Source: an optimization exercise on an open RTL-to-GDS flow (aim: small area, a short achievable clock period and few clock cycles). Production flows keep margins and buffers that such runs may drop. RTL that was checked went through simulation tests only; none was proved equivalent to the original. Function not checked in runs 6 to 8: the RTL went through the layout flow alone. Power and IR drop assume default switching activity.

$ cat flow/run.sh
#!/bin/bash
# synth_recipe.tcl (not shown) runs the flow's synth.tcl, then flattens the netlist and writes it again
# the make line also repeats each setting of config.mk as NAME=value (left out here)
make -C /OpenROAD-flow-scripts/flow DESIGN_CONFIG=/design/flow/config.mk WORK_HOME=/design/flow/orfs CLKGATE_MAP_FILE= SYNTH_SCRIPT=/design/flow/synth_recipe.tcl finish
$ cat flow/design.v
module stuff_codec (
    input  wire         clk,
    input  wire         rst,
    input  wire         cfg_mode,         
    input  wire [4:0]   cfg_avoid_len,    
    input  wire [127:0] cfg_avoid,        
    input  wire [13:0]  cfg_crc_poly,
    input  wire [13:0]  cfg_crc_init,
    input  wire         in_valid,
    input  wire [7:0]   in_data,
    input  wire         in_last,
    output reg          in_ready,
    output reg          out_valid,
    output reg  [7:0]   out_data,
    input  wire         out_ready,
    output reg          done,
    output reg          done_err,
    output reg  [15:0]  done_count,
    output reg  [13:0]  done_crc
);
    wire       cfg_ok = (cfg_avoid_len >= 5'd2) && (cfg_avoid_len <= 5'd16);
    wire [3:0] nl     = cfg_avoid_len[3:0];
    function [7:1] crc_coef;
        input [13:0] p;
        integer dd, s;
        reg [7:0] c;
        begin
            c = 8'd1;
            for (dd = 1; dd < 8; dd = dd + 1) begin
                c[dd] = 1'b0;
                for (s = 1; s <= dd; s = s + 1)
                    c[dd] = c[dd] ^ (p[14-s] & c[dd-s]);
            end
            crc_coef = c[7:1];
        end
    endfunction
    reg        mode_r;
    reg        ok_r;
    reg  [7:0] esc_r;
    reg [13:0] poly_r, init_r;
    reg  [7:1] coef_r;
    wire       stuff = ~mode_r;
    reg [13:0] d;           
    reg        mm;          
    reg        mm_last;     
    reg        in_first;    
    reg        a_v, a_last, a_drop, a_first, a_esc, a_err;
    reg [7:0]  a_d;
    reg        b_v, b_end;
    reg [7:0]  b_d;
    reg [13:0] crc;
    reg [12:0] cnt;
    reg        err;
    reg [14:0] chain;
    reg        match_now;
    integer j;
    always @(*) begin
        match_now = 1'b0;
        for (j = 0; j < 15; j = j + 1) begin
            chain[j] = (in_data == cfg_avoid[8*j +: 8]) &&
                       (j == 0 ? 1'b1 : d[(j == 0) ? 0 : j-1]);
            if (nl == ((j + 2) & 15)) match_now = match_now | chain[j];
        end
    end
    reg [7:0] esc_byte;
    always @(*) begin
        esc_byte = cfg_avoid[127:120];
        for (j = 1; j < 15; j = j + 1)
            if (nl == j + 1) esc_byte = cfg_avoid[8*j +: 8];
    end
    wire b_go   = (b_v || b_end) && (!b_v || out_ready);
    wire b_free = !b_v || out_ready;
    wire a_go   = a_v && b_free;
    wire a_free = !a_v || b_free;
    wire ins_e  = mm && stuff;           
    always @(*) begin
        in_ready   = a_free && !ins_e;
        out_valid  = b_v;
        out_data   = b_d;
        done       = b_end && (!b_v || out_ready);
        done_err   = err;
        done_count = err ? 16'hFFFF : {3'b000, cnt};
        done_crc   = crc;
    end
    wire in_fire = in_valid && in_ready;
    reg [13:0] base, crc_next;
    reg  [7:0] h, t;
    integer k, q;
    always @(*) begin
        base = a_first ? init_r : crc;
        h    = base[13:6] ^ a_d;
        for (k = 0; k < 8; k = k + 1) begin
            t[k] = h[k];
            for (q = 1; q < 8; q = q + 1)
                if (k + q < 8) t[k] = t[k] ^ (coef_r[q] & h[k+q]);
        end
        for (k = 0; k < 14; k = k + 1) begin
            crc_next[k] = (k >= 8) ? base[k-8] : 1'b0;
            for (q = 0; q < 8; q = q + 1)
                if (q <= k) crc_next[k] = crc_next[k] ^ (t[q] & poly_r[k-q]);
        end
    end
    always @(posedge clk) begin
        mode_r <= cfg_mode;
        ok_r   <= cfg_ok;
        esc_r  <= ~esc_byte;
        poly_r <= cfg_crc_poly;
        init_r <= cfg_crc_init;
        coef_r <= crc_coef(cfg_crc_poly);
        if (rst) begin
            d        <= 14'd0;
            mm       <= 1'b0;
            mm_last  <= 1'b0;
            in_first <= 1'b1;
            a_v      <= 1'b0;
            b_v      <= 1'b0;
            b_end    <= 1'b0;
        end else begin
            if (a_free) begin
                a_v <= 1'b0;
                if (ins_e) begin
                    a_v     <= 1'b1;
                    a_d     <= esc_r;
                    a_last  <= mm_last;
                    a_drop  <= 1'b0;
                    a_first <= 1'b0;
                    a_esc   <= 1'b1;
                    a_err   <= !ok_r;
                    mm      <= 1'b0;
                    d       <= 14'd0;
                end else if (in_fire) begin
                    a_v      <= 1'b1;
                    a_d      <= in_data;
                    a_last   <= in_last && !(stuff && match_now);
                    a_drop   <= !stuff && mm;
                    a_first  <= in_first;
                    a_esc    <= !stuff && mm;
                    a_err    <= !ok_r ||
                                (!stuff && mm && in_data != esc_r) ||
                                (!stuff && !mm && match_now && in_last);
                    in_first <= in_last;
                    if (mm) begin
                        mm <= 1'b0;
                        d  <= 14'd0;
                    end else begin
                        mm      <= match_now && (stuff || !in_last);
                        mm_last <= in_last;
                        d       <= in_last ? 14'd0 : chain[13:0];
                    end
                end
            end
            if (a_go) begin
                b_v   <= !a_drop;
                b_d   <= a_d;
                b_end <= a_last;
            end else if (b_go) begin
                b_v   <= 1'b0;
                b_end <= 1'b0;
            end
        end
        if (a_go) begin
            crc <= crc_next;
            cnt <= (a_first ? 13'd0 : cnt) + {12'd0, a_esc};
            err <= (a_first ? 1'b0 : err) | a_err;
        end
    end
endmodule
$ cat flow/constraint.sdc
create_clock -name core_clock -period 6.5 [get_ports {clk}]
set_input_delay 1.3000 -clock core_clock [delete_from_list [all_inputs] [get_ports {clk}]]
set_output_delay 1.3000 -clock core_clock [all_outputs]
set_load 0.01 [all_outputs]
$ cat flow/config.mk
export PLATFORM = sky130hd
export DESIGN_NAME = stuff_codec
export DESIGN_NICKNAME = stuff_codec
export VERILOG_FILES = /design/flow/design.v
export SDC_FILE = /design/flow/constraint.sdc
export NUM_CORES = 4
export LEC_CHECK = 0
export CAP_MARGIN = 20
export CORE_MARGIN = 2
export CORE_UTILIZATION = 40
export SETUP_SLACK_MARGIN = 3.2
export SLEW_MARGIN = 20
==> run summary, run 1 <==
DRC errors left: 0
Site row count: 53
Worst setup EP type: output port
First-pass GRT wire length: 42800 um
Post-route clock skew: 0.00973 ns
Measured slew at the worst slew-check pin: 0.931 ns
Overall routing resource usage: 25.0%
Count of flip-flops with a built-in enable after synthesis: 49
Layout cells sized above 1: 10.9%
Flip-flop and latch count after synthesis: 113
Final-layout setup total negative slack: 0 ns
Hold-critical path endpoint: b_end
Area leader, netlist: xnor2_1
Total instance count after detailed placement: 1393
Critical-path top delay cell: clkdlybuf4s15_1
Distinct cell type count of the synthesized netlist: 57
Wirelength per Cell: 19.6 um
Number of vias after detailed routing: 7620
Static power due to leakage: 4.39 nW
Placed wire-length estimate: 21500 um
Detailed-route vias per instance: 5.31
Core Box Area: 21000 sq um
Number of buffers inserted during clock tree synthesis: 17
Grt ovf: 0
Die area: 22600 sq um
Largest vdd supply drop: 0.207 mV
Effective utilization at floorplan: 40.8%
Utilization of the core after routing: 55.5%
Share of synthesized registers carrying an async set or reset: 0%
Avg Cell Area, Syn: 8.98 sq um
Nets in the synthesized netlist: 1136
Max-capacitance violation count: 0
Worst setup margin: 3.21 ns
Unrepaired setup endpoints after global routing: true
Maximum number of pins on one net before global-route repair: 38
Dpl ws: 1.93 ns
Clk pin slew, worst setup/hold paths: 0.05 ns
Worst hold slack across all endpoints: 0.451 ns
Synthesis-to-layout area growth: 36.1%
Clock latency of the later-clocked register in the worst-skew pair: 0.42 ns
Net switching power: 1.34 mW
Clock tree from TritonCTS: done
Nature of the critical path startpoint: input port
Vias in the first global route: 7523
Number of routed nets with antenna violations: 0
Worst slew margin relative to its limit: 37.8%
Buffer cell driving the clock tree root: clkbuf_16
Combinational power share: 54.5%
Number of violations reported at the end of detailed-routing iteration 0: 458
Floorplan die width: 150 um
Buffers added on ports: 216
Worst Path Max Fanout: 3
Crit path DAT: 1.99 ns
Fin. max-slew vios: 0
CTS Hold Buffers Added: 0
Start point of the worst hold path: b_end
Synth warnings: 1
Outcome: no timing/DRC/antenna violations
Final GP Congestion: 0.957
Number of antenna violations at the first check in global routing: 0
Final Instance Count excl. Fillers: 1436
Class of the worst hold path: flip-flop to flip-flop
Post-Synthesis Cell Area: 8570 sq um
Reg2Reg Setup Slack: 3.34 ns
Setup Crit Path Kind: input port to output port
End of the worst register-to-register path: crc[5]
CP Data Required Time: 5.20 ns
Final nets: 1329
Final critical-path required period: 3.29 ns
Beginning of the worst register-to-register path: a_first
Clock sink count: 113
Final wirelength: 28100 um
Part of the total power dissipated in the clock network: 20.9%
Fill cells: 1935
Share of synthesized area occupied by flip-flops and latches: 32.1%
Synth area leaders: xnor2_1 (19%), edfxtp_1 (17%), dfxtp_1 (15%)
Proportion of netlist area held by the largest area contributor: 18.8%
Net switching fraction of the power: 32.5%
Inserted Diodes: 0
Highest clock frequency the design can meet: 304 MHz
Synthesized instance count: 955
Top Ports: 217
Slowest stage delay, CP: 0.21 ns
Number of levels the H-tree was split into: 4
Register-to-Register Path Depth: 9
Endpoints failing setup: 0
Number of optimization iterations in the first detailed-route pass: 5
Die Span Y: 150 um
Internal cell power: 2.78 mW
Series of cell instances along the critical path: clkdlybuf4s15_1 > nor2b_2 > a21oi_2 > buf_2
Share of the clock period used by the worst path after layout: 50.5%
Hold Path Cell Cnt: 2
Dominant register cell in the synthesized netlist: dfxtp_1
Sequential fraction of design power: 24.6%
Longest Clk Path Bufs: 2
Power per unit of standard cell area: 353 nW/um^2
Final hold violations: 0
## metrics by stage
stage	total power, mW	area, sq um
2_1_floorplan	2.60	8580
3_3_place_gp	3.11	10900
3_5_place_dp	3.13	10900
4_1_cts	4.08	11500
5_1_grt	4.34	11700
6_report	4.11	11700
## routing by layer
metal | part of all wire [%] | wire length, um | GRT usage (%)
met4 | 2.9 | 806 | 9.39
met5 | 0 | 0 | 0
met3 | 7.4 | 2080 | 4.45
met1 | 43 | 12100 | 33.5
met2 | 47 | 13200 | 40.3
## what timing repair did
| item | 4_1_cts | 5_1_grt |
|---|---|---|
| endpoints found under the setup margin | 27 | 32 |
| gates resized for setup | 48 | 28 |
| cloned | 0 | 1 |
| setup buffers | 7 | 3 |
| pin swaps | 4 | 4 |
## layout by cell type, fill, tap and decap left out, types with 16 or more instances in the layout
master	Yosys	routed
buf_4	4	16
mux2_2	16	16
nand3_1	18	18
dfxtp_1	64	64
nand4_1	20	20
nor3_1	19	19
xor2_1	42	42
o21ai_0	38	37
edfxtp_1	49	49
nor2_1	58	53
nand2_1	155	155
a21oi_1	32	31
clkdlybuf4s50_1	0	201
clkbuf_16	0	19
mux2i_1	36	34
xnor2_1	184	180
## cell type report
| class | instances | area, sq um | area share (%) |
|---|---|---|---|
| clock buffers | 26 | 520 | 4.46 |
| repair buffers | 236 | 2330 | 19.9 |
| clock inverters | 6 | 30.0 | 0.257 |
| inverters | 16 | 63.8 | 0.547 |
| multi-input cells | 764 | 5630 | 48.3 |
| well taps | 275 | 344 | 2.95 |
| flip-flops and latches | 113 | 2750 | 23.6 |
## power by group through the flow
stage               clock network [mW]  registers [mW]  logic, mW
global placement                     0            1.02       2.09
detailed placement                   0            1.02       2.11
CTS                              0.870            1.01       2.20
global route                     0.894            1.02       2.43
floorplan                            0            1.01       1.59
finish                           0.860            1.01       2.24
## cell families after synthesis
kind of cell	after synthesis	synth area share, %
fa+ha+maj	6	0.876
buf+inv	78	3.82
compound gates	122	8.84
mux	61	8.57
flops	113	32.1
simple gates	329	17.5
xor+xnor	246	28.3
## registers in the layout, summed over array words and instances, names as in the netlist, 7 cells and up
name	cells
d	14
esc_r	8
b_d	8
init_r	14
a_d	8
cnt	13
poly_r	13
coef_r	7
crc	14
## Yosys cell counts, types with 17 or more instances
master    instances
xnor2_1         184
nand2_1         155
dfxtp_1          64
nor2_1           58
edfxtp_1         49
clkbuf_1         44
xor2_1           42
o21ai_0          38
mux2i_1          36
a21oi_1          32
nand4_1          20
nor3_1           19
nand3_1          18
xnor3_1          17
## how the worst max path moves through the flow
stage / start / endpoint / cells after the start
after CTS: a_first / crc[13] / 9
after floorplan: in_data[3] / a_err / 10
after global placement: in_data[3] / a_err / 9
final: out_ready / in_ready / 4
after global routing: out_ready / in_ready / 4
after detailed placement: in_data[4] / a_err / 9
## critical path, delay by kind of cell
family / cells / cell delay (ns)
AOI/OAI and AO/OA: 1 / 0.09
and+or+nand+nor: 1 / 0.20
buffers and inverters: 2 / 0.39
Testbench counts, summed over its fixed seeds: cycles 70,425.
==> run 2: changes to the inputs <==
--- a/flow/config.mk
+++ b/flow/config.mk
@@ -9,4 +9,4 @@
 export CORE_MARGIN = 2
 export CORE_UTILIZATION = 40
-export SETUP_SLACK_MARGIN = 3.2
+export SETUP_SLACK_MARGIN = 2.5
 export SLEW_MARGIN = 20
==> run 2 against run 1 <==
Still clean on timing, DRC and antenna. Count of clock-buffer cells in the layout down 2. Maximum frequency down 16%. Clock power down 1%. Hold slack worse by 0.0085 ns. Setup slack worse by 0.63 ns. Global-route usage down 0.37 points. Critical path type unchanged.
==> run summary, run 2 <==
Outcome: no timing/DRC/antenna violations
Die area: 22600 sq um
Clock latency of the later-clocked register in the worst-skew pair: 0.42 ns
Synth area leaders: xnor2_1 (19%), edfxtp_1 (17%), dfxtp_1 (15%)
Avg Cell Area, Syn: 8.98 sq um
Register-to-Register Path Depth: 9
Max-capacitance violation count: 0
Nets in the synthesized netlist: 1136
Share of synthesized area occupied by flip-flops and latches: 32.1%
Detailed-route vias per instance: 5.29
Post-cts gate resize count: 4
Layout cells sized above 1: 7.71%
Synthesis-to-layout area growth: 33.5%
Placed wire-length estimate: 21300 um
DRC errors left: 0
Effective utilization at floorplan: 40.8%
Site row count: 53
Highest-count cells in the layout ignoring fill and taps: clkdlybuf4s50_1 (206), xnor2_1 (184), nand2_1 (155)
Final-layout setup total negative slack: 0 ns
Class of the worst hold path: flip-flop to flip-flop
Final nets: 1322
Grt ovf: 0
Longest Clk Path Bufs: 2
CTS Hold Buffers Added: 0
Crit path DAT: 2.62 ns
Hold Path Cell Cnt: 2
First-pass GRT wire length: 42200 um
CP Data Required Time: 5.20 ns
Synth warnings: 1
Number of routed nets with antenna violations: 0
Distinct cell type count of the synthesized netlist: 57
Floorplan die width: 150 um
Wirelength per Cell: 19.3 um
Number of optimization iterations in the first detailed-route pass: 5
Measured slew at the worst slew-check pin: 1.13 ns
Fin. max-slew vios: 0
Setup Crit Path Kind: input port to output port
Overall routing resource usage: 24.6%
Post-Synthesis Cell Area: 8570 sq um
Number of buffers inserted during clock tree synthesis: 17
Beginning of the worst register-to-register path: a_first
Top Ports: 217
Unrepaired setup endpoints after global routing: false
Buffer cell driving the clock tree root: clkbuf_16
Clock sink count: 113
Nature of the critical path startpoint: input port
Largest registers: crc: 14 flops, d: 14 flops, init_r: 14 flops
Inserted Diodes: 0
Clk pin slew, worst setup/hold paths: 0.05 ns
Vias in the first global route: 7461
Worst setup EP type: output port
Start point of the worst hold path: b_end
Number of vias after detailed routing: 7559
Total setup buffers inserted after CTS: 0
Final GP Congestion: 0.947
Count of flip-flops with a built-in enable after synthesis: 49
Buffers added on ports: 216
Area leader, netlist: xnor2_1
Core Box Area: 21000 sq um
Share of synthesized registers carrying an async set or reset: 0%
Clock tree from TritonCTS: done
Dominant register cell in the synthesized netlist: dfxtp_1
Most frequent cells after synthesis: xnor2_1 (184), nand2_1 (155), dfxtp_1 (64), nor2_1 (58), edfxtp_1 (49)
Startpoint of the most critical setup path: out_ready
Synthesized instance count: 955
Most frequent cell after synthesis: xnor2_1
Flip-flop and latch count after synthesis: 113
Final hold violations: 0
Number of antenna violations at the first check in global routing: 0
Power per unit of standard cell area: 347 nW/um^2
Worst slew margin relative to its limit: 24.9%
Highest clock frequency the design can meet: 255 MHz
Final Instance Count excl. Fillers: 1429
Largest vdd supply drop: 0.230 mV
Proportion of netlist area held by the largest area contributor: 18.8%
Number of violations reported at the end of detailed-routing iteration 0: 513
Commonest non-fill, non-tap cell in the layout: clkdlybuf4s50_1
Worst Path Max Fanout: 4
Number of levels the H-tree was split into: 4
Total instance count after detailed placement: 1397
Final wirelength: 27600 um
Final critical-path required period: 3.92 ns
Post-route clock skew: 0.0197 ns
Endpoints failing setup: 0
Die Span Y: 150 um
Maximum number of pins on one net before global-route repair: 40
Share of the clock period used by the worst path after layout: 60.3%
Static power due to leakage: 4.30 nW
run 2: report_power, final:
group	internal (mW)	total, mW	switching, mW
Sequential	0.939	1.01	0.0712
Combinational	1.20	2.11	0.919
Clock	0.547	0.851	0.304
Total	2.68	3.98	1.29
run 2: cells by family after synthesis:
| logic type | Yosys count | share of synthesized area, % |
|---|---|---|
| AOI/OAI and AO/OA | 122 | 8.84 |
| and+or+nand+nor | 329 | 17.5 |
| buffers and inverters | 78 | 3.82 |
| DFF | 113 | 32.1 |
| xor gates and xnor gates | 246 | 28.3 |
| muxes | 61 | 8.57 |
| adders and majority gates | 6 | 0.876 |
run 2: path summary, 6_finish.rpt:
path | slack (ns) | end
setup / recovery | 2.58 | done
hold reg to reg | 0.44 | b_end
setup reg to reg | 2.93 | crc[7]
hold / removal | 0.44 | b_end
run 2: metrics by stage:
step	hold WS, ns	cell area [sq um]	power (mW)	setup WS (ns)	util, %
4_1_cts	0.447	11400	4.00	2.53	54.4
3_3_place_gp	0.436	10900	3.12	2.05	51.9
2_1_floorplan	0.427	8570	2.60	3.13	-
6_report	0.442	11400	3.98	2.58	54.5
5_1_grt	0.460	11400	4.21	2.53	54.5
3_5_place_dp	0.440	10900	3.14	2.02	51.8
run 2: layout make-up:
type / count / area [sq um]
Fill cell: 1918 / 9570
Multi-Input combinational cell: 764 / 5510
Sequential cell: 113 / 2750
Timing Repair Buffer: 229 / 2240
Clock buffer: 24 / 482
Tap cell: 275 / 344
Clock inverter: 8 / 61.3
Inverter: 16 / 60.1
run 2: metal layers:
layer	track usage [%]	part of all wire [%]
met1	32.5	44
met2	41.0	47
met3	4.55	7.1
met4	7.50	2.1
met5	0	0
run 2: critical path, cell delays in order:
cell             delay, ns
clkdlybuf4s50_1       0.50
nand2b_4              0.15
and2_1                0.12
clkdlybuf4s50_1       0.55
==> run 3: changes to the inputs <==
--- a/flow/config.mk
+++ b/flow/config.mk
@@ -9,4 +9,4 @@
 export CORE_MARGIN = 2
 export CORE_UTILIZATION = 40
-export SETUP_SLACK_MARGIN = 2.5
+export SETUP_SLACK_MARGIN = 3.8
 export SLEW_MARGIN = 20
==> run 3 against run 2 <==
Critical endpoint is now crc[6]. Hold slack improved by 0.021 ns. Clock skew decreased by 0.0072 ns. Synthesized cell count unchanged. Register-to-register slack improved by 0.43 ns. Critical path depth increased by 7. Non-clock buffer count increased by 155. Largest cell class unchanged. Still clean on timing, DRC and antenna. Die area unchanged. First-iteration DRC count increased by 25%. Via count increased by 14%.
==> run summary, run 3 <==
GR peak layer: met2
Synthesized instance count: 955
Final hold violations: 0
Dpl ws: 2.13 ns
Number of optimization iterations in the first detailed-route pass: 5
Net switching power: 1.71 mW
Effective utilization at floorplan: 40.8%
Slowest stage delay, CP: 0.54 ns
Grt ovf: 0
Power after layout: 5.00 mW
Number of buffers inserted during clock tree synthesis: 17
Endpoints failing setup: 0
Number of antenna violations at the first check in global routing: 1
Proportion of netlist area held by the largest area contributor: 18.8%
Largest registers: crc: 14 flops, d: 14 flops, init_r: 14 flops
Power per unit of standard cell area: 352 nW/um^2
Inserted Diodes: 0
Worst slew margin relative to its limit: 32.2%
Avg Cell Area, Syn: 8.98 sq um
Outcome: no timing/DRC/antenna violations
Net switching fraction of the power: 34.1%
Number of vias after detailed routing: 8605
Worst setup EP type: flip-flop
Beginning of the worst register-to-register path: a_first
End point of the critical path: crc[6]
Clock latency of the later-clocked register in the worst-skew pair: 0.42 ns
Static power due to leakage: 6.07 nW
Clock sink count: 113
Critical-path top delay cell: xnor3_4
Vias in the first global route: 8561
Post-route clock skew: 0.0125 ns
Class of the worst hold path: flip-flop to flip-flop
Most frequent cells after synthesis: xnor2_1 (184), nand2_1 (155), dfxtp_1 (64), nor2_1 (58), edfxtp_1 (49)
Buffers added on ports: 216
CP Data Required Time: 6.65 ns
Overall routing resource usage: 28.3%
Start point of the worst hold path: d[11]
Top Ports: 217
Die Span Y: 150 um
Crit path DAT: 3.30 ns
Number of routed nets with antenna violations: 0
Number of levels the H-tree was split into: 4
Internal cell power: 3.30 mW
Site row count: 53
Synth area leaders: xnor2_1 (19%), edfxtp_1 (17%), dfxtp_1 (15%)
Reg2Reg Setup Slack: 3.36 ns
Die area: 22600 sq um
Buffer cell driving the clock tree root: clkbuf_16
Final wirelength: 32600 um
Detailed-route vias per instance: 5.43
Series of cell instances along the critical path: buf_6 > buf_12 > mux2i_4 > xnor2_4 > nand2_1 > xnor2_2 > xnor3_4 > buf_12 > nand2_4 > xnor2_2 > xnor3_1
Final critical-path required period: 3.14 ns
Met2 Track Usage GR: 45.9%
Share of synthesized registers carrying an async set or reset: 0%
Area leader, netlist: xnor2_1
Hold Path Cell Cnt: 2
DRC errors left: 0
Unrepaired setup endpoints after global routing: true
Combinational power share: 61.2%
Part of the total power dissipated in the clock network: 18.4%
Most frequent cell after synthesis: xnor2_1
Measured slew at the worst slew-check pin: 1.02 ns
Share of synthesized area occupied by flip-flops and latches: 32.1%
Nature of the critical path startpoint: flip-flop
Count of flip-flops with a built-in enable after synthesis: 49
Core Box Area: 21000 sq um
Final nets: 1478
Fin. max-slew vios: 0
Floorplan die width: 150 um
End of the worst register-to-register path: crc[6]
Worst Path Max Fanout: 6
Maximum number of pins on one net before global-route repair: 30
Distinct cell type count of the synthesized netlist: 57
Routing usage on met3: 7.45%
Startpoint of the most critical setup path: a_first
Wirelength per Cell: 20.6 um
Nets in the synthesized netlist: 1136
Setup Crit Path Kind: flip-flop to flip-flop
Post-Synthesis Cell Area: 8570 sq um
Highest-count cells in the layout ignoring fill and taps: xnor2_1 (152), nand2_1 (131), buf_4 (116)
Sequential fraction of design power: 20.3%
Flip-flop and latch count after synthesis: 113
Final-layout setup total negative slack: 0 ns
First-pass GRT wire length: 47900 um
Largest vdd supply drop: 0.268 mV
Register-to-Register Path Depth: 11
Final GP Congestion: 0.959
Layout cells sized above 1: 32.9%
Max-capacitance violation count: 0
Synthesis-to-layout area growth: 65.6%
Met1 global-route usage: 35.1%
Longest Clk Path Bufs: 2
Clk pin slew, worst setup/hold paths: 0.05 ns
Dominant register cell in the synthesized netlist: dfxtp_1
Utilization of the core after routing: 67.5%
Commonest non-fill, non-tap cell in the layout: xnor2_1
Highest clock frequency the design can meet: 318 MHz
Share of the clock period used by the worst path after layout: 48.4%
Worst setup margin: 3.36 ns
Number of violations reported at the end of detailed-routing iteration 0: 643
Clock tree from TritonCTS: done
Placed wire-length estimate: 21600 um
Synth warnings: 1
[run 3: cell counts after synthesis]
Identical to the previous run, type by type.
[run 3: worst min-delay path by stage]
| stage | end |
|---|---|
| 3_5_place_dp | d[11] |
| 5_1_grt | b_end |
| 6_report | d[11] |
| 2_1_floorplan | d[11] |
| 4_1_cts | d[11] |
| 3_3_place_gp | b_end |
[run 3: final cells by class]
type | instances | area [sq um]
Fill cell | 1627 | 6820
Multi-Input combinational cell | 765 | 6540
Timing Repair Buffer | 384 | 3900
Sequential cell | 113 | 2750
Tap cell | 275 | 344
Inverter | 16 | 86.3
Clock inverter | 9 | 106
Clock buffer | 22 | 475
[run 3: worst max-delay path, delay by kind of cell, from the launching register on]
kind / cells / cell delay, ns
xor+xnor: 5 / 1.56
buf+inv: 3 / 0.47
flops: 1 / 0.44
mux: 1 / 0.21
simple gates: 2 / 0.19
[run 3: repair_timing]
| action | CTS | global route |
|---|---|---|
| resized for setup | 370 | 202 |
| gates cloned | 6 | 2 |
| hold buffers | 0 | 0 |
| buffers inserted | 110 | 42 |
| pin swaps | 107 | 106 |
| setup endpoints to repair | 84 | 58 |
[run 3: power groups by stage]
| stage | logic [mW] | clock network, mW | registers (mW) |
|---|---|---|---|
| after floorplan | 1.69 | 0 | 1.02 |
| after global placement | 2.21 | 0 | 1.02 |
| after detailed placement | 2.18 | 0 | 1.02 |
| after CTS | 2.77 | 0.932 | 1.01 |
| after global routing | 3.23 | 0.966 | 1.03 |
| final | 3.06 | 0.922 | 1.02 |
[run 3: per-stage QoR]
step | std cells | cell area, sq um | hold slack, ns
floorplan | 955 | 9060 | 0.432
global placement | 1393 | 11100 | 0.442
detailed placement | 1393 | 11100 | 0.456
CTS | 1540 | 13100 | 0.464
global route | 1584 | 14200 | 0.486
finish | 1584 | 14200 | 0.463
[run 3: cell families after synthesis]
group	share of synthesized area, %
DFF	32.1
muxes	8.57
adders and majority gates	0.876
xor gates and xnor gates	28.3
buffers and inverters	3.82
AOI/OAI and AO/OA	8.84
and+or+nand+nor	17.5
[run 3: per-layer routing]
layer	wire (um)	part of all wire [%]	vias to the layer above
li1	-	-	3957
met1	12800	39	4062
met2	15600	48	489
met3	2830	8.7	95
met4	1360	4.2	2
met5	11	0.034	-
==> run 4: changes to the inputs <==
==> flow/flow/run.sh (new file) <==
#!/bin/bash
# Layout flow: the standard ORFS flow, with the port buffers made as
# minimum-size buffers (timing repair upsizes those that need it) and the
# clock tree built without dummy balancing loads.
set -euo pipefail
cd "$(dirname "$0")/.."
export BUFFER_PORTS_ARGS="-buffer_cell sky130_fd_sc_hd__buf_1"
export CTS_ARGS="-sink_clustering_enable -repair_clock_nets -dont_use_dummy_load"
bash standard.sh > standard.log 2>&1
==> flow/standard.sh (new file) <==
#!/bin/bash
# synth_recipe.tcl (not shown) runs the flow's synth.tcl, then flattens the netlist and writes it again
# the make line also repeats each setting of config.mk as NAME=value (left out here)
make -C /OpenROAD-flow-scripts/flow DESIGN_CONFIG=/design/flow/config.mk WORK_HOME=/design/flow/orfs CLKGATE_MAP_FILE= SYNTH_SCRIPT=/design/flow/synth_recipe.tcl "${@:-finish}"
--- a/flow/config.mk
+++ b/flow/config.mk
@@ -9,4 +9,4 @@
 export CORE_MARGIN = 2
 export CORE_UTILIZATION = 40
-export SETUP_SLACK_MARGIN = 3.8
+export SETUP_SLACK_MARGIN = 3.2
 export SLEW_MARGIN = 20
removed: flow/run.sh
==> run 4 against run 3 <==
Via count shrank 13%. Critical path depth down 3. Final cell count decreased by 9.9%. Sequential power hardly changed. Count of clock-buffer cells in the layout fell by 5. Maximum frequency fell by 3.3%. Setup slack worse by 0.11 ns. Clock power decreased by 22%. Power fell by 23%. Sequential share of layout area grew 7.5 points. First-iteration DRC count decreased by 35%. Clock skew increased by 0.0032 ns. Critical path type is now input port to flip-flop. Critical endpoint is now a_err.
==> run summary, run 4 <==
Outcome: no timing/DRC/antenna violations
Highest-count cells in the layout ignoring fill and taps: buf_1 (212), xnor2_1 (180), nand2_1 (155)
First-pass GRT wire length: 41500 um
Area leader, netlist: xnor2_1
Clk pin slew, worst setup/hold paths: 0.05 ns
Vias in the first global route: 7547
Clock sink count: 113
Measured slew at the worst slew-check pin: 1.01 ns
Top Ports: 217
Detailed-route vias per instance: 5.27
Placed wire-length estimate: 21100 um
Maximum number of pins on one net before global-route repair: 35
Worst setup margin: 3.25 ns
Share of synthesized area occupied by flip-flops and latches: 32.1%
Clock latency of the later-clocked register in the worst-skew pair: 0.41 ns
CP Data Required Time: 6.65 ns
Flip-flop and latch count after synthesis: 113
Compound-Gate Fraction of Synth Area: 8.84%
Most frequent cell after synthesis: xnor2_1
Overall routing resource usage: 24.3%
Floorplan die width: 150 um
Fin. max-slew vios: 0
Mux contribution to synthesized area: 8.57%
Number of levels the H-tree was split into: 4
Post-route clock skew: 0.0157 ns
Dominant combinational cell family by area after synthesis: XOR/XNOR gates
Synth warnings: 1
Final nets: 1335
Worst hold slack across all endpoints: 0.448 ns
Distinct cell type count of the synthesized netlist: 57
Static power due to leakage: 3.73 nW
Core Box Area: 21000 sq um
Max-capacitance violation count: 0
Worst slew margin relative to its limit: 32.5%
Share of synthesized registers carrying an async set or reset: 0%
Number of antenna violations at the first check in global routing: 0
Power per unit of standard cell area: 379 nW/um^2
Most frequent cells after synthesis: xnor2_1 (184), nand2_1 (155), dfxtp_1 (64), nor2_1 (58), edfxtp_1 (49)
Die area: 22600 sq um
Basic-gate share of the synthesized area counting and, or, nand and nor cells: 17.5%
Unrepaired setup endpoints after global routing: false
Buffers added on ports: 216
Number of routed nets with antenna violations: 0
XOR/XNOR Fraction of Synth Area: 28.3%
Final critical-path required period: 3.25 ns
Number of optimization iterations in the first detailed-route pass: 5
Count of flip-flops with a built-in enable after synthesis: 49
Power after layout: 3.87 mW
Site row count: 53
Avg Cell Area, Syn: 8.98 sq um
Synth area leaders: xnor2_1 (19%), edfxtp_1 (17%), dfxtp_1 (15%)
Longest Clk Path Bufs: 2
Class of the worst hold path: flip-flop to flip-flop
Nature of the critical path startpoint: input port
Proportion of netlist area held by the largest area contributor: 18.8%
Clock tree from TritonCTS: done
Slowest stage delay, CP: 0.47 ns
Synthesized instance count: 955
Grt ovf: 0
Number of buffers inserted during clock tree synthesis: 17
Worst setup EP type: flip-flop
Critical-path top delay cell: buf_4
Series of cell instances along the critical path: clkbuf_4 > buf_4 > nor4_1 > o21bai_1 > o221ai_1 > nor4_2 > o31a_1 > o21ai_0
Share of the clock period used by the worst path after layout: 50.0%
Synthesis-to-layout area growth: 19.2%
Final-layout setup total negative slack: 0 ns
Commonest non-fill, non-tap cell in the layout: buf_1
Final GP Congestion: 0.983
Wirelength per Cell: 19.3 um
Highest clock frequency the design can meet: 307 MHz
Dominant register cell in the synthesized netlist: dfxtp_1
CTS Hold Buffers Added: 0
Final wirelength: 27500 um
Worst Path Max Fanout: 34
Setup Crit Path Kind: input port to flip-flop
Layout cells sized above 1: 9.11%
Endpoints failing setup: 0
Post-Synthesis Cell Area: 8570 sq um
Die Span Y: 150 um
Largest vdd supply drop: 0.250 mV
Number of vias after detailed routing: 7522
Utilization of the core after routing: 48.6%
Post-Synth Adder-Cell Area: 0.876%
Number of violations reported at the end of detailed-routing iteration 0: 421
Final hold violations: 0
Largest registers: crc: 14 flops, d: 14 flops, init_r: 14 flops
Dpl ws: 2.43 ns
DRC errors left: 0
Effective utilization at floorplan: 40.8%
Buffer cell driving the clock tree root: clkbuf_16
Nets in the synthesized netlist: 1136
Crit path DAT: 3.41 ns
Inserted Diodes: 0
[run 4: cell counts after synthesis]
No cell type changed its count.
[run 4: final timing paths]
kind	cells after the start	slack, ns	from	endpoint
worst max-delay path	8	3.25	cfg_avoid_len[0]	a_err
worst min-delay path	2	0.45	b_end	b_end
worst max register to register	9	3.31	a_first	crc[6]
worst min register to register	2	0.45	b_end	b_end
[run 4: cell type report]
class / count / area (sq um)
fillers: 2044 / 10800
multi-input cells: 764 / 5600
flip-flops and latches: 113 / 2750
repair buffers: 242 / 1040
clock buffers: 17 / 425
well taps: 275 / 344
inverters: 16 / 61.3
[run 4: metal layers]
layer  track usage, %  routed length, um
met5                0                  0
met4             11.0                903
met3             4.24               1900
met2             38.8              12700
met1             32.2              12100
[run 4: worst max-delay path: cells and delay by family]
kind	cells	cell delay, ns
buffers and inverters	2	0.90
AOI/OAI and AO/OA	4	0.59
and+or+nand+nor	2	0.58
[run 4: per-stage QoR]
step                      cell area [sq um]  std cells
after floorplan                        8580        955
after global placement                 9590       1401
after detailed placement               9590       1401
after CTS                             10100       1422
after global routing                  10200       1427
final                                 10200       1427
[run 4: report_power, final]
part / internal (mW) / total (mW) / switching (mW)
logic: 1.18 / 2.14 / 0.966
registers: 0.940 / 1.01 / 0.0742
clock network: 0.448 / 0.717 / 0.269
total: 2.56 / 3.87 / 1.31
[run 4: kinds of logic after synthesis]
kind of cell,after synthesis
multiplexers,61
flip-flops,113
AND/OR/NAND/NOR,329
XOR/XNOR,246
AO/OA/AOI/OAI,122
buffers and inverters,78
adder cells (fa/ha/maj),6
[run 4: repair_timing]
action | CTS | global route
gates resized for setup | 15 | 13
pin swaps | 1 | 2
endpoints found under the hold margin | 0 | 0
setup buffers | 4 | 5
endpoints found under the setup margin | 21 | 17
gates cloned | 0 | 0
==> run 5: changes to the inputs <==
--- a/flow/flow/run.sh
+++ b/flow/flow/run.sh
@@ -6,4 +6,4 @@
 cd "$(dirname "$0")/.."
 export BUFFER_PORTS_ARGS="-buffer_cell sky130_fd_sc_hd__buf_1"
-export CTS_ARGS="-sink_clustering_enable -repair_clock_nets -dont_use_dummy_load"
+export CTS_ARGS="-sink_clustering_enable -repair_clock_nets -dont_use_dummy_load -buf_list {sky130_fd_sc_hd__clkbuf_4 sky130_fd_sc_hd__clkbuf_8}"
 bash standard.sh > standard.log 2>&1
==> run 5 against run 4 <==
Flip-flop and latch count stayed put. Critical path depth shrank 4. Clock skew grew 0.0060 ns. Sequential power about the same. Die area unchanged. Register-to-register slack barely moved. Critical endpoint is now done.
==> run summary, run 5 <==
Share of the clock period used by the worst path after layout: 49.9%
Longest Clk Path Bufs: 2
Die area: 22600 sq um
Unrepaired setup endpoints after global routing: true
Fin. max-slew vios: 0
Most frequent cell after synthesis: xnor2_1
Highest clock frequency the design can meet: 308 MHz
Commonest non-fill, non-tap cell in the layout: buf_1
Max-capacitance violation count: 0
Detailed-route vias per instance: 5.27
Power per unit of standard cell area: 360 nW/um^2
Overall routing resource usage: 24.3%
Nature of the critical path startpoint: input port
Final Instance Count excl. Fillers: 1429
Placed wire-length estimate: 21100 um
Largest vdd supply drop: 0.228 mV
Distinct cell type count of the synthesized netlist: 57
Final GP Congestion: 0.983
Highest-count cells in the layout ignoring fill and taps: buf_1 (212), xnor2_1 (180), nand2_1 (155)
Startpoint of the most critical setup path: out_ready
Total instance count after detailed placement: 1401
Final hold violations: 0
Measured slew at the worst slew-check pin: 1.00 ns
CP Data Required Time: 5.20 ns
Setup Crit Path Kind: input port to output port
Vias in the first global route: 7516
Nets in the synthesized netlist: 1136
Largest registers: crc: 14 flops, d: 14 flops, init_r: 14 flops
CTS Hold Buffers Added: 0
Worst Path Max Fanout: 4
Endpoints failing setup: 0
Wirelength per Cell: 19.3 um
Dominant register cell in the synthesized netlist: dfxtp_1
Synth area leaders: xnor2_1 (19%), edfxtp_1 (17%), dfxtp_1 (15%)
Buffers added on ports: 216
Post-Synthesis Cell Area: 8570 sq um
Share of synthesized registers carrying an async set or reset: 0%
Worst hold slack across all endpoints: 0.449 ns
Maximum number of pins on one net before global-route repair: 35
Beginning of the worst register-to-register path: a_first
Inserted Diodes: 0
Synth warnings: 1
Top Ports: 217
Site row count: 53
Floorplan die width: 150 um
Synthesized instance count: 955
Final nets: 1337
Number of violations reported at the end of detailed-routing iteration 0: 484
Class of the worst hold path: flip-flop to flip-flop
Core Box Area: 21000 sq um
Clk pin slew, worst setup/hold paths: 0.06 ns
Number of levels the H-tree was split into: 4
Final critical-path required period: 3.24 ns
Buffer cell driving the clock tree root: clkbuf_8
Synthesis-to-layout area growth: 17.4%
Static power due to leakage: 3.66 nW
Die Span Y: 150 um
Worst setup EP type: output port
Clock sink count: 113
Effective utilization at floorplan: 40.8%
Final-layout setup total negative slack: 0 ns
Number of buffers inserted during clock tree synthesis: 17
Number of routed nets with antenna violations: 0
Number of antenna violations at the first check in global routing: 0
Crit path DAT: 1.94 ns
Area leader, netlist: xnor2_1
Worst slew margin relative to its limit: 32.9%
First-pass GRT wire length: 41500 um
Most frequent cells after synthesis: xnor2_1 (184), nand2_1 (155), dfxtp_1 (64), nor2_1 (58), edfxtp_1 (49)
Avg Cell Area, Syn: 8.98 sq um
Layout cells sized above 1: 9.27%
Grt ovf: 0
Clock tree from TritonCTS: done
Start point of the worst hold path: b_end
Number of optimization iterations in the first detailed-route pass: 6
Post-route clock skew: 0.0217 ns
Number of vias after detailed routing: 7531
Count of flip-flops with a built-in enable after synthesis: 49
Outcome: no timing/DRC/antenna violations
Clock latency of the later-clocked register in the worst-skew pair: 0.44 ns
Proportion of netlist area held by the largest area contributor: 18.8%
Flip-flop and latch count after synthesis: 113
Share of synthesized area occupied by flip-flops and latches: 32.1%
Final wirelength: 27600 um
DRC errors left: 0
## run 5: area by class of cell
cell class	count	area [sq um]
Clock buffer	17	234
Fill cell	2060	11000
Inverter	16	61.3
Multi-Input combinational cell	764	5600
Sequential cell	113	2750
Tap cell	275	344
Timing Repair Buffer	244	1070
## run 5: where the power goes
part           total (mW)  leakage [nW]  switching [mW]  internal (mW)
registers            1.01         0.994          0.0743          0.938
clock network       0.470         0.122           0.241          0.229
logic                2.14          2.54           0.967           1.18
## run 5: worst max-delay path: stages
cell,delay [ns]
buf_1,0.13
nand2b_1,0.19
and2_1,0.15
buf_1,0.16
## run 5: kinds of logic after synthesis
family,count (synthesis),synth area share [%]
xor+xnor,246,28.3
fa+ha+maj,6,0.876
compound gates,122,8.84
flops,113,32.1
mux,61,8.57
simple gates,329,17.5
buf+inv,78,3.82
## run 5: timing repair
item,CTS,global route
cloned,0,1
pin swaps,1,1
endpoints found under the setup margin,20,15
buffers inserted,4,6
resized for setup,14,13
## run 5: routing by layer
metal | global-route usage [%] | wire, um | up-vias
li1 | - | - | 3639
met1 | 32.4 | 12000 | 3477
met2 | 38.3 | 12700 | 355
met3 | 4.42 | 1860 | 60
met4 | 10.9 | 970 | 0
met5 | 0 | 0 | -
## run 5: worst paths after layout
| path | end | slack [ns] | cells after the start |
|---|---|---|---|
| min | b_end | 0.45 | 2 |
| max reg2reg | crc[6] | 3.32 | 9 |
| min reg2reg | b_end | 0.45 | 2 |
| max | done | 3.26 | 4 |
## run 5: metrics by stage
stage          power, mW  cell area (sq um)  util (%)  setup WS, ns
6_report            3.63              10100      47.9          3.26
5_1_grt             3.85              10100      47.9          3.18
4_1_cts             3.62               9920      47.2          3.19
3_5_place_dp        3.03               9590      45.6          2.43
3_3_place_gp        2.98               9590      45.6          2.49
2_1_floorplan       2.60               8580         -          3.22
==> run 6: changes to the inputs <==
--- a/flow/design.v
+++ b/flow/design.v
@@ -38,5 +38,5 @@
     reg        ok_r;
     reg  [7:0] esc_r;
-    reg [13:0] poly_r, init_r;
+    reg  [7:0] init_r;       
     reg  [7:1] coef_r;
     wire       stuff = ~mode_r;
@@ -45,5 +45,6 @@
     reg        mm_last;     
     reg        in_first;    
-    reg        a_v, a_last, a_drop, a_first, a_esc, a_err;
+    reg        a_v, a_last, a_first, a_esc, a_err;
+    wire       a_drop = a_esc && mode_r;
     reg [7:0]  a_d;
     reg        b_v, b_end;
@@ -88,5 +89,5 @@
     integer k, q;
     always @(*) begin
-        base = a_first ? init_r : crc;
+        base = a_first ? {init_r, cfg_crc_init[5:0]} : crc;
         h    = base[13:6] ^ a_d;
         for (k = 0; k < 8; k = k + 1) begin
@@ -98,5 +99,5 @@
             crc_next[k] = (k >= 8) ? base[k-8] : 1'b0;
             for (q = 0; q < 8; q = q + 1)
-                if (q <= k) crc_next[k] = crc_next[k] ^ (t[q] & poly_r[k-q]);
+                if (q <= k) crc_next[k] = crc_next[k] ^ (t[q] & cfg_crc_poly[k-q]);
         end
     end
@@ -105,6 +106,5 @@
         ok_r   <= cfg_ok;
         esc_r  <= ~esc_byte;
-        poly_r <= cfg_crc_poly;
-        init_r <= cfg_crc_init;
+        init_r <= cfg_crc_init[13:6];
         coef_r <= crc_coef(cfg_crc_poly);
         if (rst) begin
@@ -123,5 +123,4 @@
                     a_d     <= esc_r;
                     a_last  <= mm_last;
-                    a_drop  <= 1'b0;
                     a_first <= 1'b0;
                     a_esc   <= 1'b1;
@@ -133,5 +132,4 @@
                     a_d      <= in_data;
                     a_last   <= in_last && !(stuff && match_now);
-                    a_drop   <= !stuff && mm;
                     a_first  <= in_first;
                     a_esc    <= !stuff && mm;
--- a/flow/config.mk
+++ b/flow/config.mk
@@ -8,5 +8,5 @@
 export CAP_MARGIN = 20
 export CORE_MARGIN = 2
-export CORE_UTILIZATION = 40
+export CORE_UTILIZATION = 75
 export SETUP_SLACK_MARGIN = 3.2
 export SLEW_MARGIN = 20
==> run 6 against run 5 <==
Still clean. Clock skew shrank 0.0053 ns. Critical endpoint is now crc[5]. Critical path depth rose by 7. Sequential power down 13%.
==> run summary, run 6 <==
Share of synthesized registers carrying an async set or reset: 0%
Internal cell power: 2.16 mW
Area leader, netlist: xnor2_1
Inserted Diodes: 0
Fill cells: 567
Dominant register cell in the synthesized netlist: edfxtp_1
Floorplan die width: 108 um
Clock tree from TritonCTS: done
Post-Synth Adder-Cell Area: 0.768%
Setup Crit Path Kind: flip-flop to flip-flop
Sequential fraction of design power: 24.9%
Highest-count cells in the layout ignoring fill and taps: buf_1 (210), xnor2_1 (179), nand2_1 (155)
Combinational power share: 66.0%
Net switching fraction of the power: 39.1%
First-pass GRT wire length: 39400 um
Final GP Congestion: 1.03
Synthesis-to-layout area growth: 14.5%
Top Ports: 217
Dominant combinational cell family by area after synthesis: XOR/XNOR gates
XOR/XNOR Fraction of Synth Area: 29.5%
Worst setup EP type: flip-flop
Unrepaired setup endpoints after global routing: true
Power per unit of standard cell area: 380 nW/um^2
Utilization of the core after routing: 87.2%
Layout cells sized above 1: 8.95%
Avg Cell Area, Syn: 8.70 sq um
Distinct cell type count of the synthesized netlist: 56
Clock sink count: 93
Post-Synthesis Cell Area: 8150 sq um
Maximum number of pins on one net before global-route repair: 36
Layout Cell Area excl Fill: 9330 sq um
Clock latency of the later-clocked register in the worst-skew pair: 0.37 ns
Proportion of netlist area held by the largest area contributor: 20.0%
Static power due to leakage: 3.30 nW
Part of the total power dissipated in the clock network: 9.1%
Die Span Y: 108 um
Share of synthesized area occupied by flip-flops and latches: 28.7%
Highest clock frequency the design can meet: 290 MHz
Worst slew margin relative to its limit: 22.4%
Power after layout: 3.54 mW
Number of antenna violations at the first check in global routing: 0
Final wirelength: 27600 um
Grt ovf: 0
DRC errors left: 0
Compound-Gate Fraction of Synth Area: 10.8%
Most frequent cells after synthesis: xnor2_1 (186), nand2_1 (155), clkbuf_1 (49), edfxtp_1 (48), dfxtp_1 (45)
Mux contribution to synthesized area: 7.95%
Routing usage on met3: 10.6%
Synth area leaders: xnor2_1 (20%), edfxtp_1 (18%), dfxtp_1 (11%)
Basic-gate share of the synthesized area counting and, or, nand and nor cells: 18.1%
Synth warnings: 1
Flip-flop and latch count after synthesis: 93
Worst hold slack across all endpoints: 0.479 ns
Share of the clock period used by the worst path after layout: 53.0%
Measured slew at the worst slew-check pin: 1.16 ns
Detailed-route vias per instance: 6.74
Final-layout setup total negative slack: 0 ns
Most frequent cell after synthesis: xnor2_1
Placed wire-length estimate: 18700 um
Met1 global-route usage: 57.9%
Number of violations reported at the end of detailed-routing iteration 0: 1470
Class of the worst hold path: flip-flop to flip-flop
Die area: 11700 sq um
CP Data Required Time: 6.60 ns
Wirelength per Cell: 21.9 um
Outcome: no timing/DRC/antenna violations
Commonest non-fill, non-tap cell in the layout: buf_1
Overall routing resource usage: 44.3%
Vias in the first global route: 7603
Met2 Track Usage GR: 69.7%
Effective utilization at floorplan: 76.2%
Number of levels the H-tree was split into: 3
Dpl ws: 2.48 ns
Largest vdd supply drop: 0.516 mV
Final Instance Count excl. Fillers: 1257
Worst Path Max Fanout: 15
Count of flip-flops with a built-in enable after synthesis: 48
Crit path DAT: 3.55 ns
Largest registers: crc: 14 flops, d: 14 flops, cnt: 13 flops
Final nets: 1299
Buffer cell driving the clock tree root: clkbuf_8
Final hold violations: 0
Site row count: 38
Core Box Area: 10700 sq um
Final critical-path required period: 3.45 ns
Post-placement cell area: 8960 sq um
Endpoints failing setup: 0
Synthesized instance count: 937
Total instance count after detailed placement: 1240
Worst setup margin: 3.05 ns
Number of optimization iterations in the first detailed-route pass: 7
Buffers added on ports: 216
Net switching power: 1.39 mW
Number of routed nets with antenna violations: 0
Nature of the critical path startpoint: flip-flop
Number of buffers inserted during clock tree synthesis: 9
Number of vias after detailed routing: 8469
Clk pin slew, worst setup/hold paths: 0.09 ns
Max-capacitance violation count: 0
GR peak layer: met2
Fin. max-slew vios: 0
Nets in the synthesized netlist: 1117
Longest Clk Path Bufs: 2
Post-route clock skew: 0.0164 ns
[run 6: changes by cell type after synthesis, sizes merged, moves of 5 or more]
cell	previous run	this run
inv	14	9
clkbuf	44	49
dfxtp	64	45
nor2	58	42
o221ai	3	11
[run 6: metal layers]
metal	share of wire, %	up-vias
li1	-	3586
met1	34	3830
met2	45	841
met3	14	212
met4	6.8	0
met5	0	-
[run 6: worst max-delay path: stages (launching register included)]
cell	delay [ns]
edfxtp_1	0.42
buf_4	0.17
buf_4	0.21
mux2i_1	0.31
xnor2_1	0.19
buf_6	0.22
nand2_1	0.10
xor2_1	0.21
xnor2_2	0.48
nand2_1	0.19
xnor3_1	0.29
xnor3_1	0.40
[run 6: kinds of logic after synthesis]
family / count (synthesis)
AOI/OAI and AO/OA: 138
xor gates and xnor gates: 245
adders and majority gates: 5
buffers and inverters: 81
DFF: 93
muxes: 55
and+or+nand+nor: 320
[run 6: layout make-up]
cell class                 count  area (sq um)  share of cell area (%)
inverter                      11          41.3                   0.442
sequential                    93          2340                    25.1
multi-input combinational    763          5600                    60.0
tap                          140           175                    1.88
timing repair buffer         241          1050                    11.2
clock buffer                   9           124                    1.33
[run 6: worst paths after layout]
kind,startpoint,to,slack (ns),cells after the start
worst max-delay path,a_first,crc[5],3.05,11
worst min-delay path,d[8],d[8],0.48,2
worst max register to register,a_first,crc[5],3.05,11
worst min register to register,d[8],d[8],0.48,2
[run 6: power by group through the flow]
stage               clock, mW  sequential (mW)  combinational (mW)
CTS                     0.316            0.865                2.11
detailed placement          0            0.879                1.99
floorplan                   0            0.882                1.64
finish                  0.323            0.880                2.34
global placement            0            0.877                1.92
global route            0.336            0.881                2.44
[run 6: what timing repair did]
action / in CTS / in global routing
hold buffers: 0 / 0
setup endpoints to repair: 23 / 21
buffers inserted: 5 / 3
resized for setup: 18 / 29
pin swaps: 1 / 6
==> run 7: changes to the inputs <==
--- a/flow/config.mk
+++ b/flow/config.mk
@@ -8,5 +8,5 @@
 export CAP_MARGIN = 20
 export CORE_MARGIN = 2
-export CORE_UTILIZATION = 75
-export SETUP_SLACK_MARGIN = 3.2
+export CORE_UTILIZATION = 60
+export SETUP_SLACK_MARGIN = 3.4
 export SLEW_MARGIN = 20
==> run 7 against run 6 <==
Synthesized area unchanged. Maximum frequency grew 9.8%. Cell area is 7.5% higher. Combinational power up 4%. Flip-flop and latch count did not move. Highest routed layer unchanged. Utilization is 11 points lower. Global-route usage down 10 points.
==> run summary, run 7 <==
Power after layout: 3.62 mW
Synth area leaders: xnor2_1 (20%), edfxtp_1 (18%), dfxtp_1 (11%)
Synth warnings: 1
Layout cells sized above 1: 13.8%
Effective utilization at floorplan: 61.5%
Top Ports: 217
Net switching fraction of the power: 37.0%
Floorplan die width: 121 um
Site row count: 42
Beginning of the worst register-to-register path: a_first
Post-route clock skew: 0.0225 ns
Mux contribution to synthesized area: 7.95%
Worst setup EP type: flip-flop
Die Span Y: 121 um
End of the worst register-to-register path: crc[10]
End point of the critical path: crc[10]
Area leader, netlist: xnor2_1
Register-to-Register Path Depth: 11
Clk pin slew, worst setup/hold paths: 0.10 ns
Inserted Diodes: 0
Utilization of the core after routing: 75.8%
Critical-path top delay cell: xnor3_1
Power per unit of standard cell area: 361 nW/um^2
XOR/XNOR Fraction of Synth Area: 29.5%
Number of levels the H-tree was split into: 3
Commonest non-fill, non-tap cell in the layout: buf_1
Net switching power: 1.34 mW
Clock sink count: 93
Longest Clk Path Bufs: 2
Crit path DAT: 3.25 ns
Nature of the critical path startpoint: flip-flop
Class of the worst hold path: flip-flop to flip-flop
Core Box Area: 13200 sq um
Highest-count cells in the layout ignoring fill and taps: buf_1 (205), xnor2_1 (176), nand2_1 (154)
Total instance count after detailed placement: 1276
Number of optimization iterations in the first detailed-route pass: 6
Unrepaired setup endpoints after global routing: true
Proportion of netlist area held by the largest area contributor: 20.0%
Final-layout setup total negative slack: 0 ns
Largest registers: crc: 14 flops, d: 14 flops, cnt: 13 flops
Cell family with most CP delay: XOR/XNOR gates
Nets in the synthesized netlist: 1117
Dominant combinational cell family by area after synthesis: XOR/XNOR gates
Highest clock frequency the design can meet: 319 MHz
Static power due to leakage: 3.61 nW
Clock tree from TritonCTS: done
Overall routing resource usage: 34.2%
Detailed-route vias per instance: 5.94
Number of buffers inserted during clock tree synthesis: 9
Final Instance Count excl. Fillers: 1329
Startpoint of the most critical setup path: a_first
Measured slew at the worst slew-check pin: 0.952 ns
Maximum number of pins on one net before global-route repair: 45
Share of the clock period used by the worst path after layout: 48.3%
Number of antenna violations at the first check in global routing: 0
Hold Path Cell Cnt: 2
Placed wire-length estimate: 18700 um
Dominant register cell in the synthesized netlist: edfxtp_1
Internal cell power: 2.28 mW
Fin. max-slew vios: 0
Basic-gate share of the synthesized area counting and, or, nand and nor cells: 18.1%
Endpoints failing setup: 0
Buffer cell driving the clock tree root: clkbuf_8
Die area: 14500 sq um
Series of cell instances along the critical path: buf_12 > buf_4 > mux2i_4 > xnor2_2 > nand2_1 > xnor3_1 > xnor2_4 > buf_12 > nand2_1 > xnor2_1 > xnor3_1
Reg2Reg Setup Slack: 3.36 ns
Bufs and invs on worst path: 3
Number of vias after detailed routing: 7900
Dpl ws: 2.40 ns
DRC errors left: 0
Largest vdd supply drop: 0.356 mV
Worst Path Max Fanout: 10
Flip-flop and latch count after synthesis: 93
Final critical-path required period: 3.14 ns
Final GP Congestion: 1.03
Share of synthesized registers carrying an async set or reset: 0%
Combinational power share: 67.2%
Slowest stage delay, CP: 0.47 ns
Sequential fraction of design power: 24.1%
Most frequent cells after synthesis: xnor2_1 (186), nand2_1 (155), clkbuf_1 (49), edfxtp_1 (48), dfxtp_1 (45)
First-pass GRT wire length: 38600 um
Synthesized instance count: 937
Final wirelength: 26000 um
Post-Synth Adder-Cell Area: 0.768%
Worst slew margin relative to its limit: 36.3%
Count of flip-flops with a built-in enable after synthesis: 48
Total number of cells along the worst setup path: 11
Worst setup margin: 3.36 ns
Number of routed nets with antenna violations: 0
Clock latency of the later-clocked register in the worst-skew pair: 0.36 ns
Distinct cell type count of the synthesized netlist: 56
Number of violations reported at the end of detailed-routing iteration 0: 910
Most frequent cell after synthesis: xnor2_1
Setup Crit Path Kind: flip-flop to flip-flop
Buffers added on ports: 216
Synthesis-to-layout area growth: 23.1%
Avg Cell Area, Syn: 8.70 sq um
Share of synthesized area occupied by flip-flops and latches: 28.7%
Part of the total power dissipated in the clock network: 8.6%
CTS Hold Buffers Added: 0
CP Data Required Time: 6.61 ns
Post-Synthesis Cell Area: 8150 sq um
Compound-Gate Fraction of Synth Area: 10.8%
Max-capacitance violation count: 0
Final hold violations: 0
Grt ovf: 0
Outcome: no timing/DRC/antenna violations
Final nets: 1335
Wirelength per Cell: 19.6 um
Vias in the first global route: 7242
==> run 7: cell counts after synthesis <==
No cell type changed its count.
==> run 7: worst register-to-register path: stages (launching register included) <==
cell      delay [ns]
edfxtp_1        0.44
buf_12          0.18
buf_4           0.15
mux2i_4         0.20
xnor2_2         0.27
nand2_1         0.11
xnor3_1         0.47
xnor2_4         0.22
buf_12          0.15
nand2_1         0.07
xnor2_1         0.25
xnor3_1         0.39
==> run 7: cell type report <==
cell class                 instances  area, sq um
multi-input combinational        763         5760
tap                              176          220
clock buffer                       9          124
fill                             988         3210
timing repair buffer             277         1540
inverter                          11         50.0
sequential                        93         2340
==> run 7: metrics by stage <==
stage / hold WS, ns / cell area [sq um]
2_1_floorplan: 0.427 / 8210
3_3_place_gp: 0.439 / 9020
3_5_place_dp: 0.446 / 9020
4_1_cts: 0.461 / 9460
5_1_grt: 0.480 / 10000
6_report: 0.460 / 10000
==> run 7: power groups by stage <==
stage / sequential, mW / clock, mW / combinational (mW)
floorplan: 0.882 / 0 / 1.64
global placement: 0.875 / 0 / 1.97
detailed placement: 0.876 / 0 / 2.02
CTS: 0.865 / 0.317 / 2.22
global route: 0.881 / 0.333 / 2.58
finish: 0.872 / 0.313 / 2.43
==> run 7: timing repair <==
action,CTS,global route
setup endpoints to repair,29,24
setup buffers,18,25
resized for setup,41,69
pin swaps,4,34
cloned,0,1
==> run 7: cells by family (layout without fill, tap and decap cells) <==
family | count (synthesis) | after routing
buffers and inverters | 81 | 297
XOR/XNOR | 245 | 245
multiplexers | 55 | 55
flip-flops | 93 | 93
adder cells (fa/ha/maj) | 5 | 5
AND/OR/NAND/NOR | 320 | 320
AO/OA/AOI/OAI | 138 | 138
==> run 7: worst min path at each step <==
stage          startpoint     to  slack [ns]
6_report             d[8]   d[8]        0.46
2_1_floorplan       b_end  b_end        0.43
5_1_grt              d[8]   d[8]        0.48
3_5_place_dp         ok_r  a_err        0.45
3_3_place_gp        b_end  b_end        0.44
4_1_cts             b_end  b_end        0.46
==> run 7: per-layer routing <==
metal,track usage [%],vias to the layer above,wire length (um)
met1,47.8,3699,10700
met3,7.17,61,2530
met5,0,-,0
li1,-,3669,-
met2,53.7,471,12000
met4,9.67,0,687
==> run 8: changes to the inputs <==
--- a/flow/config.mk
+++ b/flow/config.mk
@@ -9,4 +9,4 @@
 export CORE_MARGIN = 2
 export CORE_UTILIZATION = 60
-export SETUP_SLACK_MARGIN = 3.4
+export SETUP_SLACK_MARGIN = 3.2
 export SLEW_MARGIN = 20
==> run 8 against run 7 <==
Maximum frequency fell by 2.2%. Clock power barely moved. Power fell by 9.3%. Critical path depth fell by 1. Combinational power fell by 14%. Count of clock-buffer cells in the layout did not move. Die area did not move. Final cell count fell by 2.7%. Hold slack got worse by 0.010 ns. Largest cell class unchanged.
==> run summary, run 8 <==
Endpoints failing setup: 0
Detailed-route vias per instance: 5.96
Buffers added on ports: 216
Highest clock frequency the design can meet: 311 MHz
Outcome: no timing/DRC/antenna violations
Final-layout setup total negative slack: 0 ns
Startpoint of the most critical setup path: in_data[5]
Largest registers: crc: 14 flops, d: 14 flops, cnt: 13 flops
Total instance count after detailed placement: 1278
Most frequent cell after synthesis: xnor2_1
DRC errors left: 0
Worst slew margin relative to its limit: 36.4%
Commonest non-fill, non-tap cell in the layout: buf_1
Most frequent cells after synthesis: xnor2_1 (186), nand2_1 (155), clkbuf_1 (49), edfxtp_1 (48), dfxtp_1 (45)
Final nets: 1298
Series of cell instances along the critical path: clkbuf_4 > buf_4 > xnor2_1 > nand4_1 > or3_1 > a211o_1 > o2111ai_1 > a221oi_1 > a2111o_1 > a21oi_1
Fin. max-slew vios: 0
Die area: 14500 sq um
Final hold violations: 0
Nets in the synthesized netlist: 1117
Synth area leaders: xnor2_1 (20%), edfxtp_1 (18%), dfxtp_1 (11%)
Number of vias after detailed routing: 7703
Vias in the first global route: 7071
Final GP Congestion: 0.985
Grt ovf: 0
Max-capacitance violation count: 0
Area leader, netlist: xnor2_1
Number of optimization iterations in the first detailed-route pass: 5
Beginning of the worst register-to-register path: a_first
Final critical-path required period: 3.21 ns
Clock sink count: 93
Largest vdd supply drop: 0.353 mV
Final wirelength: 24500 um
Distinct cell type count of the synthesized netlist: 56
Overall routing resource usage: 33.4%
Share of synthesized area occupied by flip-flops and latches: 28.7%
Synth warnings: 1
Crit path DAT: 3.50 ns
Core Box Area: 13200 sq um
Number of levels the H-tree was split into: 3
Power per unit of standard cell area: 352 nW/um^2
Effective utilization at floorplan: 61.5%
Bufs and invs on worst path: 2
Number of antenna violations at the first check in global routing: 1
Maximum number of pins on one net before global-route repair: 34
Highest-count cells in the layout ignoring fill and taps: buf_1 (213), xnor2_1 (183), nand2_1 (155)
Fill cells: 1141
Nature of the critical path startpoint: input port
Clock tree from TritonCTS: done
Worst Path Max Fanout: 10
Number of routed nets with antenna violations: 0
Longest Clk Path Bufs: 2
Count of flip-flops with a built-in enable after synthesis: 48
Buffer cell driving the clock tree root: clkbuf_8
Top Ports: 217
Critical-path top delay cell: or3_1
CP Data Required Time: 6.79 ns
Wirelength per Cell: 18.9 um
Static power due to leakage: 3.27 nW
Clock latency of the later-clocked register in the worst-skew pair: 0.37 ns
Worst setup EP type: flip-flop
Share of synthesized registers carrying an async set or reset: 0%
Final Instance Count excl. Fillers: 1293
Proportion of netlist area held by the largest area contributor: 20.0%
Measured slew at the worst slew-check pin: 0.950 ns
Synthesis-to-layout area growth: 14.5%
First-pass GRT wire length: 37600 um
Flip-flop and latch count after synthesis: 93
Share of the clock period used by the worst path after layout: 49.4%
Slowest stage delay, CP: 0.41 ns
Die Span Y: 121 um
Post-Synthesis Cell Area: 8150 sq um
Number of buffers inserted during clock tree synthesis: 9
Layout cells sized above 1: 7.89%
Start point of the worst hold path: b_end
Setup Crit Path Kind: input port to flip-flop
Cell family with most CP delay: compound AO/OA/AOI/OAI gates
Synthesized instance count: 937
Class of the worst hold path: flip-flop to flip-flop
Unrepaired setup endpoints after global routing: false
Post-route clock skew: 0.0212 ns
Dominant register cell in the synthesized netlist: edfxtp_1
Avg Cell Area, Syn: 8.70 sq um
Floorplan die width: 121 um
Site row count: 42
Placed wire-length estimate: 18700 um
Clk pin slew, worst setup/hold paths: 0.08 ns
Number of violations reported at the end of detailed-routing iteration 0: 831
## run 8: cell counts after synthesis
No cell type changed its count.
## run 8: worst reg2reg max path, delay by kind of cell, from the launching register on
kind | cells | cell delay, ns
xor gates and xnor gates | 5 | 1.60
muxes | 2 | 0.61
DFF | 1 | 0.39
buffers and inverters | 1 | 0.23
and+or+nand+nor | 1 | 0.10
## run 8: routing by layer
| metal | global-route usage (%) | vias to the layer above | wire length [um] |
|---|---|---|---|
| li1 | - | 3588 | - |
| met4 | 12.2 | 0 | 674 |
| met5 | 0 | - | 0 |
| met3 | 6.27 | 52 | 2320 |
| met2 | 50.3 | 461 | 10900 |
| met1 | 47.7 | 3602 | 10600 |
## run 8: power breakdown
group,leakage [nW],internal (mW),switching (mW)
clock,0.0647,0.125,0.187
sequential,0.825,0.809,0.0579
combinational,2.38,1.16,0.944
total,3.27,2.09,1.19
## run 8: logic make-up (layout without fill, tap and decap cells)
logic type / count (synthesis) / in the layout / synth area share [%]
xor gates and xnor gates: 245 / 245 / 29.5
adders and majority gates: 5 / 5 / 0.768
AOI/OAI and AO/OA: 138 / 138 / 10.8
buffers and inverters: 81 / 260 / 4.19
DFF: 93 / 93 / 28.7
and+or+nand+nor: 320 / 320 / 18.1
muxes: 55 / 55 / 7.95
other: 0 / 1 / 0
## run 8: final cells by class
cell class                 instances  area, sq um  share of cell area (%)
timing repair buffer             240         1040                    11.1
clock buffer                       9          124                    1.33
tap                              176          220                    2.36
inverter                          11         47.5                   0.510
multi-input combinational        763         5550                    59.5
antenna                            1         2.50                  0.0268
sequential                        93         2340                    25.1
## run 8: what timing repair did
action / in CTS / in global routing
endpoints found under the setup margin: 23 / 20
gates resized for setup: 10 / 22
hold buffers: 0 / 0
pin swaps: 1 / 1
setup buffers: 3 / 1
## run 8: final timing paths
check | to | slack (ns) | depth (start not counted)
min | b_end | 0.45 | 2
min reg2reg | b_end | 0.45 | 2
max | mm | 3.29 | 10
max reg2reg | crc[5] | 3.32 | 9
## run 8: through the flow
stage | power, mW | hold WS (ns) | setup WS [ns] | cell area (sq um) | util (%)
finish | 3.28 | 0.450 | 3.29 | 9330 | 70.4
global route | 3.47 | 0.475 | 3.15 | 9330 | 70.4
CTS | 3.22 | 0.452 | 3.19 | 9210 | 69.5
detailed placement | 2.85 | 0.442 | 2.48 | 9020 | 68.1
global placement | 2.82 | 0.436 | 2.48 | 9020 | 68.1
floorplan | 2.52 | 0.427 | 3.22 | 8150 | -

port drivers added, routing unchanged:
The flow's constraints put no driver on any port. The routed layouts listed below were extracted and timed again, unchanged, in two steps. Step 1: set_driving_cell puts a clkbuf_16 on clk and a buf_2 on each other input, an assumption about the parent block. Step 2, shift: input delay + t, output delay - t, t = (earliest + latest rising clock arrival at the registers) / 2. This alone moves slack from input paths to output paths. Three values: no drivers, after step 1, after step 2; two values: the first two.
run	shift t [ns]	setup slack, ns	worst setup path after step 2	cell pins on the clock port's net
run 1	0.458	3.215 / 3.188 / 2.790	input to register	1
run 2	0.452	2.583 / 2.554 / 2.405	input to register	1
run 3	0.459	3.356 / 3.356 / 3.225	input to register	1
run 4	0.446	3.247 / 3.232 / 2.819	input to register	1
run 5	0.467	3.258 / 3.231 / 2.831	input to register	1
run 6	0.400	3.054 / 3.054 / 2.790	input to register	1
run 7	0.393	3.361 / 3.361 / 3.099	input to register	1
run 8	0.395	3.290 / 3.286 / 2.907	input to register	1
After both steps setup and hold are still met in every run listed. For run 4, which loses most, drivers alone change the setup slack by -0.015 ns; drivers and shift together by -0.428 ns.
